This design comes from an exercise in tuning for small area, a short achievable clock period and few clock cycles on the open sky130 flow, not from production work. At most, simulation tests tie the RTL to the original design; equivalence was not proved. The clock input has no modelled driver; a real chip could not lean on it and would need a root buffer or a full tree. Power figures rest on the tool's default switching activity, not on a simulated workload.

Setup of run P:
==> flow/design.v <==
module zre_rot (
    input  wire       clk,
    input  wire       rst,
    input  wire       start,
    input  wire [1:0] mode,
    input  wire [4:0] width,      
    input  wire [4:0] height,     
    input  wire       pix_valid,
    input  wire       pix,
    output reg        out_valid,
    output reg  [7:0] out_byte,
    output reg        out_last
);
    reg [1:0]  cfg_mode;
    reg [3:0]  wm1, hm1;           
    reg        busy;               
    reg        in_act;             
    reg [3:0]  ic;                 
    reg [3:0]  oc;                 
    reg        m0_pend;            
    reg        k;                  
    reg [3:0]  p;                  
    reg [4:0]  q;                  
    reg [15:0] col [0:15];
    reg        pv, px;
    always @(posedge clk) begin
        pv <= pix_valid;
        px <= pix;
    end
    wire m_none = (cfg_mode == 2'd0);
    wire m_cw   = (cfg_mode == 2'd1);
    wire m_180  = (cfg_mode == 2'd3);
    wire transp = cfg_mode[0] ^ cfg_mode[1];
    wire in_done = busy & ~in_act;
    wire [3:0] owm1 = transp ? hm1 : wm1;         
    wire [3:0] ohm1 = transp ? wm1 : hm1;         
    reg        s2;                                 
    wire we      = pv & in_act;
    wire row_end = m_180 ? (ic == 4'd0) : (ic == wm1);
    wire last_y  = m_cw ? (oc == 4'd0) : (oc == hm1);
    wire [3:0] wc = transp ? oc : ic;
    integer i;
    always @(posedge clk) begin
        for (i = 0; i < 16; i = i + 1)
            if (we && wc == i[3:0])
                col[i] <= {col[i][14:0], px};
    end
    wire ready    = m_none ? m0_pend : (m_cw ? ~q[4] : in_done);
    wire emit     = busy & ready;
    wire row_last = m_cw ? (p == 4'd0) : (p == ohm1);
    wire k_end    = (k == s2);
    wire row_adv  = emit & ~m_none & k_end;
    wire last_b   = m_none ? in_done : (k_end & row_last);
    reg [7:0] rd;
    integer b;
    always @(*) begin
        for (b = 0; b < 8; b = b + 1) begin
            if (k)
                rd[7 - b] = col[8 + b][p];
            else if (b == 0)
                rd[7 - b] = col[0][m_cw ? q[3:0] : p];
            else
                rd[7 - b] = col[b][p];
            if (!((~k & owm1[3]) | (b[2:0] <= owm1[2:0])))
                rd[7 - b] = 1'b0;
        end
    end
    wire q_up = we & (oc == 4'd0);                 
    wire q_dn = busy & ~q[4] & k_end;              
    always @(posedge clk) begin
        if (rst) begin
            busy      <= 1'b0;
            in_act    <= 1'b0;
            m0_pend   <= 1'b0;
            out_valid <= 1'b0;
        end else begin
            out_valid <= emit;
            m0_pend   <= we & m_none & ((ic[2:0] == 3'd7) | row_end);
            if (!busy) begin
                busy   <= start;
                in_act <= start;
            end else begin
                if (we && row_end && last_y) in_act <= 1'b0;
                if (emit && last_b) busy <= 1'b0;
            end
        end
    end
    always @(posedge clk) begin
        out_byte <= rd;
        out_last <= last_b;
        if (!busy) begin
            cfg_mode <= mode;
            wm1      <= 4'(width - 5'd1);
            hm1      <= 4'(height - 5'd1);
            ic       <= (mode == 2'd3) ? 4'(width - 5'd1) : 4'd0;
            oc       <= (mode == 2'd1) ? 4'(height - 5'd1) : 4'd0;
            k        <= 1'b0;
            p        <= (mode == 2'd1) ? 4'(width - 5'd1) : 4'd0;
            q        <= 5'h1f;
            s2       <= (mode[0] ^ mode[1]) ? (height > 5'd8) : (width > 5'd8);
        end else begin
            if (we) begin
                if (row_end)
                    ic <= m_180 ? wm1 : 4'd0;
                else
                    ic <= m_180 ? ic - 4'd1 : ic + 4'd1;
                if (row_end)
                    oc <= m_cw ? oc - 4'd1 : oc + 4'd1;
                if (m_none) k <= ic[3];
            end
            if (emit && !m_none) begin
                k <= ~k & s2;
                if (k_end)
                    p <= m_cw ? p - 4'd1 : p + 4'd1;
            end
            if (q_up && !q_dn)
                q <= q + 5'd1;
            else if (q_dn && !q_up)
                q <= q - 5'd1;
        end
    end
endmodule
Settings: LEC_CHECK=0, CAP_MARGIN=20, CORE_MARGIN=2, CORE_UTILIZATION=65, PLACE_DENSITY=0.75, SLEW_MARGIN=20, SYNTH_MEMORY_MAX_BITS=4096, BUFFER_PORTS_ARGS=-buffer_cell sky130_fd_sc_hd__buf_2, PRE_CTS_TCL=/design/flow/flow/manual_cts.tcl, SETUP_SLACK_MARGIN=7.25; clock period 10.0 ns.
standard.sh (not shown) runs the stock make flow with config.mk's settings and CLKGATE_MAP_FILE= SYNTH_SCRIPT=/design/flow/synth_recipe.tcl, a recipe that flattens the netlist after the stock synthesis.
==> flow/flow/run.sh <==
#!/bin/bash
# The standard ORFS layout (standard.sh: standard synthesis, floorplan,
# placement, CTS, routing) with a few settings of its steps changed:
#  - port buffers are plain buffers (buf_2) instead of the delay cells that
#    buffer_ports picks by itself,
#  - the clock tree is a balanced two-level tree of clkbuf_16 built by
#    flow/manual_cts.tcl (PRE_CTS_TCL) instead of TritonCTS,
#  - repair_timing aims at 7.25 ns of setup slack on the design's 10 ns clock
#    (the SDC is the standard flow's, unchanged).
# make's full output goes to standard.log; ORFS keeps each step's log under
# orfs/logs/.
set -euo pipefail
cat >> config.mk <<EOC
export BUFFER_PORTS_ARGS = -buffer_cell sky130_fd_sc_hd__buf_2
export PRE_CTS_TCL = $PWD/flow/manual_cts.tcl
export SETUP_SLACK_MARGIN = 7.25
EOC
bash standard.sh > standard.log 2>&1
Other scripts of this flow, unchanged in this note and not shown: flow/flow/manual_cts.tcl
Testbench counts of run P, summed over its fixed seeds: cycles 92,706.
What run X does differently from run P at the input level:
--- a/flow/design.v
+++ b/flow/design.v
@@ -24,7 +24,9 @@
     reg [15:0] col [0:15];
     reg        pv, px;
+    reg        fresh;
     always @(posedge clk) begin
-        pv <= pix_valid;
-        px <= pix;
+        pv    <= pix_valid;
+        px    <= pix;
+        fresh <= start & ~busy;
     end
     wire m_none = (cfg_mode == 2'd0);
@@ -93,10 +95,11 @@
             wm1      <= 4'(width - 5'd1);
             hm1      <= 4'(height - 5'd1);
-            ic       <= (mode == 2'd3) ? 4'(width - 5'd1) : 4'd0;
-            oc       <= (mode == 2'd1) ? 4'(height - 5'd1) : 4'd0;
             k        <= 1'b0;
-            p        <= (mode == 2'd1) ? 4'(width - 5'd1) : 4'd0;
             q        <= 5'h1f;
-            s2       <= (mode[0] ^ mode[1]) ? (height > 5'd8) : (width > 5'd8);
+        end else if (fresh) begin
+            ic       <= m_180 ? wm1 : 4'd0;
+            oc       <= m_cw ? hm1 : 4'd0;
+            p        <= m_cw ? wm1 : 4'd0;
+            s2       <= transp ? hm1[3] : wm1[3];
         end else begin
             if (we) begin
==> comparison <==
- Run X reached the end of the flow, and the finished layout is clean on the timing, DRC and antenna checks.
- Compared with run P, run X shows a initial detailed-routing violation count that is 4.6% higher.
- Run P reports its first element of the critical path as out_byte[3] while run X reports out_byte[0].
- Going from run P to run X, area of the die lost 0.54%, global-route wire length before repair now sits lower, detailed-routed wire length on met2 shows a reduction of 3.8%, clock network fraction of total power increased 3.2 points, post-route minimum period barely changed.
- | worst hold slack | run X vs run P | better |
Testbench counts of run X, summed over its fixed seeds: cycles 92,706.
In every run of this note, the design's own scripts or RTL, not TritonCTS, make the clock network.


zre_rot, a different RTL version from the one above (not shown whole).
Size: roughly 700 cells after synthesis, roughly 300 flip-flops, ~27 I/O pins, about 13000 um2 of cells after synthesis.
==> module zre_rot, before the edit <==
module zre_rot (
    input  wire       clk,
    input  wire       rst,
    input  wire       start,
    input  wire [1:0] mode,
    input  wire [4:0] width,      
    input  wire [4:0] height,     
    input  wire       pix_valid,
    input  wire       pix,
    output reg        out_valid,
    output reg  [7:0] out_byte,
    output reg        out_last
);
    reg [1:0]  cfg_mode;
    reg [3:0]  wm1, hm1;           
    reg        busy;               
    reg        in_act;             
    reg [3:0]  ic;                 
    reg [3:0]  oc;                 
    reg        m0_pend;            
    reg        k;                  
    reg [3:0]  p;                  
    reg [4:0]  q;                  
    reg [15:0] col [0:15];
    reg        pv, px;
    always @(posedge clk) begin
        pv <= pix_valid;
        px <= pix;
    end
    wire m_none = (cfg_mode == 2'd0);
    wire m_cw   = (cfg_mode == 2'd1);
    wire m_180  = (cfg_mode == 2'd3);
    wire transp = cfg_mode[0] ^ cfg_mode[1];
    wire in_done = busy & ~in_act;
    wire [3:0] owm1 = transp ? hm1 : wm1;         
    wire [3:0] ohm1 = transp ? wm1 : hm1;         
    reg        s2;                                 
    wire [3:0] icz = ic ^ {4{m_180}};
    wire [3:0] ic_step = ic ^ {&icz[2:0], &icz[1:0], icz[0], 1'b1};
    wire [3:0] ocz = oc ^ {4{m_cw}};
    wire [3:0] oc_step = oc ^ {&ocz[2:0], &ocz[1:0], ocz[0], 1'b1};
    wire [3:0] pz = p ^ {4{m_cw}};
    wire [3:0] p_step = p ^ {&pz[2:0], &pz[1:0], pz[0], 1'b1};
    wire [4:0] q_inc = q ^ {&q[3:0], &q[2:0], &q[1:0], q[0], 1'b1};
    wire [4:0] q_dec = q ^ {~|q[3:0], ~|q[2:0], ~|q[1:0], ~q[0], 1'b1};
    wire [3:0] w_m1 = width[3:0] ^ {~|width[2:0], ~|width[1:0], ~width[0], 1'b1};
    wire [3:0] h_m1 = height[3:0] ^ {~|height[2:0], ~|height[1:0], ~height[0], 1'b1};
    wire we      = pv & in_act;
    wire row_end = m_180 ? (ic == 4'd0) : (ic == wm1);
    wire last_y  = m_cw ? (oc == 4'd0) : (oc == hm1);
    wire [3:0] wc = transp ? oc : ic;
    integer i;
    always @(posedge clk) begin
        for (i = 0; i < 16; i = i + 1)
            if (we && wc == i[3:0])
                col[i] <= {col[i][14:0], px};
    end
    wire ready    = m_none ? m0_pend : (m_cw ? ~q[4] : in_done);
    wire emit     = busy & ready;
    wire row_last = m_cw ? (p == 4'd0) : (p == ohm1);
    wire k_end    = (k == s2);
    wire row_adv  = emit & ~m_none & k_end;
    wire last_b   = m_none ? in_done : (k_end & row_last);
    reg [7:0] rd;
    integer b;
    always @(*) begin
        for (b = 0; b < 8; b = b + 1) begin
            if (k)
                rd[7 - b] = col[8 + b][p];
            else if (b == 0)
                rd[7 - b] = col[0][m_cw ? q[3:0] : p];
            else
                rd[7 - b] = col[b][p];
            if (!((~k & owm1[3]) | (b[2:0] <= owm1[2:0])))
                rd[7 - b] = 1'b0;
        end
    end
    wire q_up = we & (oc == 4'd0);                 
    wire q_dn = busy & ~q[4] & k_end;              
    always @(posedge clk) begin
        if (rst) begin
            busy      <= 1'b0;
            in_act    <= 1'b0;
            m0_pend   <= 1'b0;
            out_valid <= 1'b0;
        end else begin
            out_valid <= emit;
            m0_pend   <= we & m_none & ((ic[2:0] == 3'd7) | row_end);
            if (!busy) begin
                busy   <= start;
                in_act <= start;
            end else begin
                if (we && row_end && last_y) in_act <= 1'b0;
                if (emit && last_b) busy <= 1'b0;
            end
        end
    end
    always @(posedge clk) begin
        out_byte <= rd;
        out_last <= last_b;
        if (!busy) begin
            cfg_mode <= mode;
            wm1      <= w_m1;
            hm1      <= h_m1;
            ic       <= (mode == 2'd3) ? w_m1 : 4'd0;
            oc       <= (mode == 2'd1) ? h_m1 : 4'd0;
            k        <= 1'b0;
            p        <= (mode == 2'd1) ? w_m1 : 4'd0;
            q        <= 5'h1f;
            s2       <= (mode[0] ^ mode[1]) ? h_m1[3] : w_m1[3];
        end else begin
            if (we) begin
                ic <= row_end ? (m_180 ? wm1 : 4'd0) : ic_step;
                if (row_end)
                    oc <= oc_step;
                if (m_none) k <= ic[3];
            end
            if (emit && !m_none) begin
                k <= ~k & s2;
                if (k_end)
                    p <= p_step;
            end
            if (q_up && !q_dn)
                q <= q_inc;
            else if (q_dn && !q_up)
                q <= q_dec;
        end
    end
endmodule
clock: 10.0 ns
lec_check: 0
cap_margin: 20
core_margin: 2
core_utilization: 65
place_density: 0.75
slew_margin: 20
synth_memory_max_bits: 4096
buffer_ports_args: -buffer_cell sky130_fd_sc_hd__buf_2
pre_cts_tcl: /design/flow/flow/manual_cts.tcl
setup_slack_margin: 7.25
Scripts as last shown in full above: flow/flow/run.sh
Other scripts of this flow, unchanged in this note and not shown: flow/flow/manual_cts.tcl
Then changed:
--- a/flow/design.v
+++ b/flow/design.v
@@ -24,7 +24,9 @@
     reg [15:0] col [0:15];
     reg        pv, px;
+    reg        fresh;
     always @(posedge clk) begin
-        pv <= pix_valid;
-        px <= pix;
+        pv    <= pix_valid;
+        px    <= pix;
+        fresh <= start & ~busy;
     end
     wire m_none = (cfg_mode == 2'd0);
@@ -103,10 +105,11 @@
             wm1      <= w_m1;
             hm1      <= h_m1;
-            ic       <= (mode == 2'd3) ? w_m1 : 4'd0;
-            oc       <= (mode == 2'd1) ? h_m1 : 4'd0;
             k        <= 1'b0;
-            p        <= (mode == 2'd1) ? w_m1 : 4'd0;
             q        <= 5'h1f;
-            s2       <= (mode[0] ^ mode[1]) ? h_m1[3] : w_m1[3];
+        end else if (fresh) begin
+            ic       <= m_180 ? wm1 : 4'd0;
+            oc       <= m_cw ? hm1 : 4'd0;
+            p        <= m_cw ? wm1 : 4'd0;
+            s2       <= transp ? hm1[3] : wm1[3];
         end else begin
             if (we) begin
The changed run passed the timing, DRC and antenna checks; via count went up slightly; synthesized cell count went up slightly; register-to-register slack improved by 0.12 ns; hold slack improved by 0.0060 ns; wire length went down slightly; design area went down by a few percent; clock power stays flat; setup slack got worse by 0.0069 ns; die area barely changes; sequential share of layout area went up by 1.5 points.
Testbench counts after the change, summed over its fixed seeds: cycles 92,706.
The RTL of the first run of this note was laid out without a check of its function. In every run of this note, the design's own scripts or RTL, not TritonCTS, make the clock network.


zre_rot, a different RTL version from the one above (not shown whole).
Size in the first run: ~700 cells after synthesis, about 300 flip-flops, about 27 I/O pins.
==> module zre_rot, before the edit <==
module zre_rot (
    input  wire       clk,
    input  wire       rst,
    input  wire       start,
    input  wire [1:0] mode,
    input  wire [4:0] width,      
    input  wire [4:0] height,     
    input  wire       pix_valid,
    input  wire       pix,
    output reg        out_valid,
    output reg  [7:0] out_byte,
    output reg        out_last
);
    reg [1:0]  cfg_mode;
    reg [3:0]  wm1, hm1;           
    reg        busy;               
    reg        in_act;             
    reg [3:0]  x, y;               
    reg        m0_pend;            
    reg        k;                  
    reg [3:0]  p;                  
    reg [4:0]  q;                  
    reg [15:0] col [0:15];
    wire m_none = (cfg_mode == 2'd0);
    wire m_cw   = (cfg_mode == 2'd1);
    wire m_ccw  = (cfg_mode == 2'd2);
    wire transp = cfg_mode[0] ^ cfg_mode[1];
    wire in_done = busy & ~in_act;
    wire [3:0] owm1 = transp ? hm1 : wm1;         
    wire [3:0] ohm1 = transp ? wm1 : hm1;         
    wire       s2   = owm1[3];                    
    wire we      = pix_valid & in_act;
    wire row_end = (x == wm1);
    wire last_px = row_end & (y == hm1);
    reg [3:0] wc;                                  
    always @(*) begin
        case (cfg_mode)
            2'd0: wc = x;
            2'd1: wc = hm1 - y;
            2'd2: wc = y;
            default: wc = wm1 - x;
        endcase
    end
    integer i;
    always @(posedge clk) begin
        for (i = 0; i < 16; i = i + 1)
            if (we && wc == i[3:0])
                col[i] <= {col[i][14:0], pix};
    end
    wire ready = m_none ? m0_pend : (m_cw ? ~q[4] : in_done);
    wire emit  = busy & ready;
    wire row_last = m_cw ? (p == 4'd0) : (p == ohm1);
    wire row_adv  = emit & ~m_none & (k == s2);
    wire last_b   = m_none ? in_done : (row_adv & row_last);
    reg [7:0] rd;
    integer b;
    always @(*) begin
        for (b = 0; b < 8; b = b + 1) begin
            if (k)
                rd[7 - b] = col[8 + b][p];
            else if (b == 0)
                rd[7 - b] = col[0][q[3:0]];
            else
                rd[7 - b] = col[b][p];
            if (!((~k & owm1[3]) | (b[2:0] <= owm1[2:0])))
                rd[7 - b] = 1'b0;
        end
    end
    always @(posedge clk) begin
        if (rst) begin
            busy      <= 1'b0;
            in_act    <= 1'b0;
            m0_pend   <= 1'b0;
            out_valid <= 1'b0;
        end else begin
            out_valid <= emit;
            m0_pend   <= 1'b0;
            if (start && !busy) begin
                busy   <= 1'b1;
                in_act <= 1'b1;
            end else begin
                if (we && last_px) in_act <= 1'b0;
                if (emit && last_b) busy <= 1'b0;
            end
            if (we && m_none && (x[2:0] == 3'd7 || row_end))
                m0_pend <= 1'b1;
        end
    end
    always @(posedge clk) begin
        out_byte <= rd;
        out_last <= last_b;
        if (start && !busy) begin
            cfg_mode <= mode;
            wm1      <= 4'(width - 5'd1);
            hm1      <= 4'(height - 5'd1);
            x        <= 4'd0;
            y        <= 4'd0;
            k        <= 1'b0;
            p        <= (mode == 2'd1) ? 4'(width - 5'd1) : 4'd0;
            q        <= (mode == 2'd1) ? 5'h1f : 5'd0;
        end else begin
            if (we) begin
                if (row_end) begin
                    x <= 4'd0;
                    y <= y + 4'd1;
                end else begin
                    x <= x + 4'd1;
                end
                if (m_none) k <= x[3];
            end
            if (emit && !m_none) begin
                k <= ~k & s2;
                if (row_adv)
                    p <= m_cw ? p - 4'd1 : p + 4'd1;
            end
            q <= q + {4'd0, we & m_cw & (wc == 4'd0)}
                   - {4'd0, row_adv & m_cw}
                   + {4'd0, row_adv & ~m_cw};
        end
    end
endmodule
clock: 10.0 ns
lec_check: 0
cap_margin: 20
core_margin: 2
core_utilization: 40
place_density: 0.6
slew_margin: 20
synth_memory_max_bits: 4096
run.sh (not shown) runs the stock make flow with config.mk's settings and CLKGATE_MAP_FILE= SYNTH_SCRIPT=/design/flow/synth_recipe.tcl, a recipe that flattens the netlist after the stock synthesis.
Stock flow here: none of the scripts above is used.
Testbench counts at the start, summed over its fixed seeds: cycles 92,194.
Next try:
==> flow/design.v (replaced) <==
module zre_rot (
    input  wire       clk,
    input  wire       rst,
    input  wire       start,
    input  wire [1:0] mode,
    input  wire [4:0] width,      
    input  wire [4:0] height,     
    input  wire       pix_valid,
    input  wire       pix,
    output reg        out_valid,
    output reg  [7:0] out_byte,
    output reg        out_last
);
    reg [1:0]  cfg_mode;
    reg [3:0]  wm1, hm1;           
    reg        busy;               
    reg        in_act;             
    reg [3:0]  x, y;               
    reg        m0_pend;            
    reg        k;                  
    reg [3:0]  p;                  
    reg [4:0]  q;                  
    reg [15:0] col [0:15];
    wire m_none = (cfg_mode == 2'd0);
    wire m_cw   = (cfg_mode == 2'd1);
    wire transp = cfg_mode[0] ^ cfg_mode[1];
    wire in_done = busy & ~in_act;
    wire [3:0] owm1 = transp ? hm1 : wm1;         
    wire [3:0] ohm1 = transp ? wm1 : hm1;         
    wire       s2   = owm1[3];                    
    wire we      = pix_valid & in_act;
    wire row_end = (x == wm1);
    wire last_y  = (y == hm1);
    reg [3:0] wc;                                  
    always @(*) begin
        case (cfg_mode)
            2'd0: wc = x;
            2'd1: wc = hm1 - y;
            2'd2: wc = y;
            default: wc = wm1 - x;
        endcase
    end
    integer i;
    always @(posedge clk) begin
        for (i = 0; i < 16; i = i + 1)
            if (pix_valid && in_act && wc == i[3:0])
                col[i] <= {col[i][14:0], pix};
    end
    wire ready    = m_none ? m0_pend : (m_cw ? ~q[4] : in_done);
    wire emit     = busy & ready;
    wire row_last = m_cw ? (p == 4'd0) : (p == ohm1);
    wire k_end    = (k == s2);
    wire row_adv  = emit & ~m_none & k_end;
    wire last_b   = m_none ? in_done : (k_end & row_last);
    reg [7:0] rd;
    integer b;
    always @(*) begin
        for (b = 0; b < 8; b = b + 1) begin
            if (k)
                rd[7 - b] = col[8 + b][p];
            else if (b == 0)
                rd[7 - b] = col[0][q[3:0]];
            else
                rd[7 - b] = col[b][p];
            if (!((~k & owm1[3]) | (b[2:0] <= owm1[2:0])))
                rd[7 - b] = 1'b0;
        end
    end
    wire inc  = m_cw & last_y;                     
    wire q_up = m_cw ? (we & inc & ~row_adv) : row_adv;
    wire q_dn = m_cw & row_adv & ~(we & inc);
    always @(posedge clk) begin
        if (rst) begin
            busy      <= 1'b0;
            in_act    <= 1'b0;
            m0_pend   <= 1'b0;
            out_valid <= 1'b0;
        end else begin
            out_valid <= emit;
            m0_pend   <= we & m_none & ((x[2:0] == 3'd7) | row_end);
            if (!busy) begin
                busy   <= start;
                in_act <= start;
            end else begin
                if (we && row_end && last_y) in_act <= 1'b0;
                if (emit && last_b) busy <= 1'b0;
            end
        end
    end
    always @(posedge clk) begin
        out_byte <= rd;
        out_last <= last_b;
        if (!busy) begin
            cfg_mode <= mode;
            wm1      <= 4'(width - 5'd1);
            hm1      <= 4'(height - 5'd1);
            x        <= 4'd0;
            y        <= 4'd0;
            k        <= 1'b0;
            p        <= (mode == 2'd1) ? 4'(width - 5'd1) : 4'd0;
            q        <= (mode == 2'd1) ? 5'h1f : 5'd0;
        end else begin
            if (we) begin
                x <= row_end ? 4'd0 : x + 4'd1;
                if (row_end) y <= y + 4'd1;
                if (m_none) k <= x[3];
            end
            if (emit && !m_none) begin
                k <= ~k & s2;
                if (k_end)
                    p <= m_cw ? p - 4'd1 : p + 4'd1;
            end
            if (q_up)
                q <= q + 5'd1;
            else if (q_dn)
                q <= q - 5'd1;
        end
    end
endmodule
Result: Cell count shrinks by 2.2%; sequential share of layout area falls by 0.43 points; first-iteration DRC count rises by 45%; routed wire length drops by 1.6%; register-to-register slack is better by 180 ps; final area climbs by 1.3%; total power rose by 0.37%; global-route usage went down by 0.31 points; count of clock-buffer cells in the layout came out higher by 2; die area rises by 0.50%; worst hold slack degrades by 5.4 ps.
No functional check of the RTL was part of the second run of this note.

-- static timing again, ports no longer ideal --
Ports are ideal in the flow. The routed layouts listed here were re-timed in OpenROAD. Step 1, drivers: a clkbuf_16 drives clk and a buf_2 each remaining input, both assumed. Step 2 also shifts input and output timing later by t, the mid clock arrival at the registers, as if the neighbouring blocks saw the same clock. Three values: ideal ports, drivers, drivers and shift; two values: the first two.
run | t (ns) | setup WS [ns] | worst setup path after step 2
run P | 0.388 | 7.243 / 7.148 / 7.032 | input to register
run X | 0.388 | 7.244 / 7.157 / 7.244 | input to register
the first run of note 2 | 0.391 | 7.241 / 7.154 / 6.917 | input to register
the second run of note 2 | 0.395 | 7.234 / 7.137 / 7.202 | input to register
the first run of note 3 | 0.589 | 5.163 / 5.180 / 4.591 | input to register
the second run of note 3 | 0.542 | 5.532 / 5.556 / 5.014 | input to register
After both steps setup and hold are still met in every run listed. For the first run of note 3, which loses most, drivers alone change the setup slack by +0.017 ns; drivers and shift together by -0.572 ns.
